Context: an optimization exercise on an open-source flow, tuned for small area, a short achievable clock period and few clock cycles. The choices shown serve that exercise and are no tape-out recipe.
Function was checked by simulation only, so behaviour that the tests miss may differ from the original.
No activity file was given, so power comes from the tool's default toggle rates.

Design ofdmtx_enc, start of the top module:
module ofdmtx_enc (
    input  wire        clk,
    input  wire        rst,
    input  wire        start_valid,
    output wire        start_ready,
    input  wire [7:0]  cfg_rb,      
    input  wire [11:0] cfg_len,     
    input  wire [6:0]  cfg_seed,    
    input  wire        in_valid,
    output wire        in_ready,
    input  wire [7:0]  in_data,
    output wire        out_valid,
    input  wire        out_ready,
    output wire [5:0]  out_data,
    output wire        out_last,
    output wire        out_err
);
clock: 20.0 ns
lec_check: 0
cap_margin: 20
core_margin: 2
core_utilization: 40
cts_cluster_diameter: 70
cts_cluster_size: 35
slew_margin: 20
standard.sh (not shown) runs the stock make flow with config.mk's settings and CLKGATE_MAP_FILE= SYNTH_SCRIPT=/design/flow/synth_recipe.tcl, a recipe that flattens the netlist after the stock synthesis.
==> flow/flow/run.sh <==
#!/bin/bash
# The standard layout (the standard.sh: standard synthesis, then ORFS to
# finish), with two changes to how it is made:
#  - ORFS's own setup repair is asked to leave a slack margin, so that its
#    sizing passes also shorten the paths that already meet the 20 ns clock;
#  - the port buffers that buffer_ports inserts on every input and output are
#    plain buf_1 cells rather than the default pick (a delay buffer).
# The clock, the constraints and every other step are the standard ones.
set -euo pipefail
bash standard.sh SETUP_SLACK_MARGIN=15.0 "BUFFER_PORTS_ARGS=-buffer_cell sky130_fd_sc_hd__buf_1" finish > standard_finish.log 2>&1
Testbench counts at the start, summed over its fixed seeds: cycles 75,348.
Edit:
--- a/flow/design.v
+++ b/flow/design.v
@@ -29,12 +29,13 @@
     reg [7:0]   f_rb;
     reg [11:0]  f_rem;       
     reg [6:0]   scr;         
     reg         f_tdone;     
     reg         f_first;     
     reg [4:0]   f_row;       
+    reg [5:0]   hist;        
     reg         full;        
     reg         full_last;   
     reg         full_err;    
     reg         ch_q;        
     reg         sr_q;        
     reg         ir_q;        
@@ -46,12 +47,13 @@
     reg [3:0]   r_g;         
     reg [3:0]   r_c;         
     reg [4:0]   r_q;         
     reg [1:0]   r_blk;
     reg [3:0]   r_sc;
     reg [2:0]   r_d;         
+    reg         r_sh;        
     reg         o_v, o_last, o_err;
     reg [5:0]   o_d;
     reg         k_v, k_last, k_err;
     reg [5:0]   k_d;
     assign start_ready = sr_q;
     assign in_ready    = ir_q;
@@ -140,19 +142,21 @@
     wire [5:0] beat_d = W[5:0] & {{2{r_d[2] & r_d[1]}}, {2{r_d[2]}}, !r_d[0], 1'b1};
     wire sym_end   = (r_blk == 2'd3) && (r_sc == 4'd11);
     wire beat_last = r_err || (r_last && sym_end);
     wire produce   = r_act && !k_v;
     wire done      = produce && (r_err || sym_end);
     wire pickup    = full && (!r_act || done);
+    wire shift     = produce && r_sh;
     wire [4:0] qd      = r_q + {2'b00, r_d};
     wire       xcol    = (qd >= r_ncol);
     wire [4:0] q_adv   = xcol ? qd - r_ncol : qd;
     wire [3:0] c_adv   = xcol ? r_c + 4'd1 : r_c;
     wire [1:0] blk_n1  = r_blk + 2'd1;
     wire [2:0] d_adv   = (r_sc == 4'd11) ? cost(f_rb[2*blk_n1 +: 2]) : r_d;
-    wire       shift   = produce && !r_err && xcol && r_c[0] && (r_c != 4'd15);
+    wire [4:0] qd_adv  = q_adv + {2'b00, d_adv};
+    wire       sh_adv  = (qd_adv >= r_ncol) && c_adv[0] && (c_adv != 4'd15);
     wire       r_act_n = pickup || (r_act && !done);
     wire [4:0] r_q_n   = pickup ? 5'd0 : (produce && !r_err) ? q_adv : r_q;
     wire [3:0] r_c_n   = pickup ? 4'd0 : (produce && !r_err) ? c_adv : r_c;
     reg [1:0] fstate_n;
     reg       full_n;
     always @* begin
@@ -184,14 +188,12 @@
     wire       mv_n      = rdy_n || !k_v_n;
     wire       ir0       = (fstate_n == F_FILL) && !full_n && chase_n && mv_n && pay0;    
     wire [4:0] row1      = f_row + 5'd1;
     wire       pay1      = !(f_first && row1[4:1] == 4'd0) && (row_pay ? !rem1 : !rem0);
     wire       ir1       = !row_lastc && chase_n && mv_n && pay1;
     wire       bv_n      = (bv && !pop) || (in_valid && ir_q);
-    wire [5:0] hist = r_g[3] ? R[137 +: 6] : r_g[2] ? R[89 +: 6] : r_g[1] ? R[65 +: 6] :
-                      r_g[0] ? R[41 +: 6] : R[17 +: 6];
     always @(posedge clk)
         if (shift || (wr && f_row == 5'd0))
             R[5:0] <= shift ? R[6:1] : (f_first ? 6'd0 : hist);
     genvar gr;
     generate
         for (gr = 0; gr < 18; gr = gr + 1) begin : g_row
@@ -259,26 +261,29 @@
             scr <= scr8;
             if (row_pay) f_rem <= f_rem - 12'd1;
             if (row_tail) f_tdone <= 1'b1;
             if (row_lastc) begin
                 f_row     <= 5'd0;
                 f_first   <= 1'b0;
+                hist      <= wbyte[7:2];
                 full_last <= f_tdone || row_tail;
             end else begin
                 f_row <= f_row + 5'd1;
             end
         end
         if (pickup) begin
             r_err  <= full_err;
             r_last <= full_last;
             r_g    <= f_g;
             r_blk  <= 2'd0;
             r_sc   <= 4'd0;
             r_d    <= cost(f_rb[1:0]);
+            r_sh   <= 1'b0;
         end else if (produce && !r_err) begin
             r_d  <= d_adv;
+            r_sh <= sh_adv;
             if (r_sc == 4'd11) begin
                 r_sc  <= 4'd0;
                 r_blk <= blk_n1;
             end else begin
                 r_sc <= r_sc + 4'd1;
             end
After rerunning: The new run finished with timing, DRC and antenna clean. Via count is about the same. Final cell count came out higher by about 0.43%. First-iteration DRC count rises by 4.3%. Final area climbs by 2.7%. Critical path depth is unchanged. Total power goes up by 16%. Worst setup slack hardly moves. Register-to-register slack loses 240 ps. Worst hold slack loses 27 ps. Core utilization barely changes. Routed wire length rose by about 0.4%. Combinational power is higher by 26%. Area after synthesis grows by about 3%. Count of clock-buffer cells in the layout is unchanged.
Testbench counts after the change, summed over its fixed seeds: cycles 75,348.

## separate check: timing with driven ports
Ports are ideal in the flow. The routed layouts listed here were re-timed in OpenROAD.
Step 1, drivers: a clkbuf_16 drives clk and a buf_2 each remaining input, both assumed.
Step 2 also shifts input and output timing later by t, the mid clock arrival at the registers, as if the neighbouring blocks saw the same clock.
Three values: no drivers, after step 1, after step 2; two values: the first two.
run	t (ns)	slack for setup (ns)	latest minus earliest clock arrival (ns)	slew at the worst register clock pin (ns)	pins driven straight from the clock port
the first run	0.580	14.966 / 14.912 / 14.797	0.044 / 0.045	0.10 / 0.10	1
the second run	0.574	14.968 / 14.913 / 14.789	0.037 / 0.036	0.11 / 0.11	1
After both steps every run listed still meets setup and hold. For the second run, which loses most, drivers alone change the setup slack by -0.055 ns; drivers and shift together by -0.179 ns.
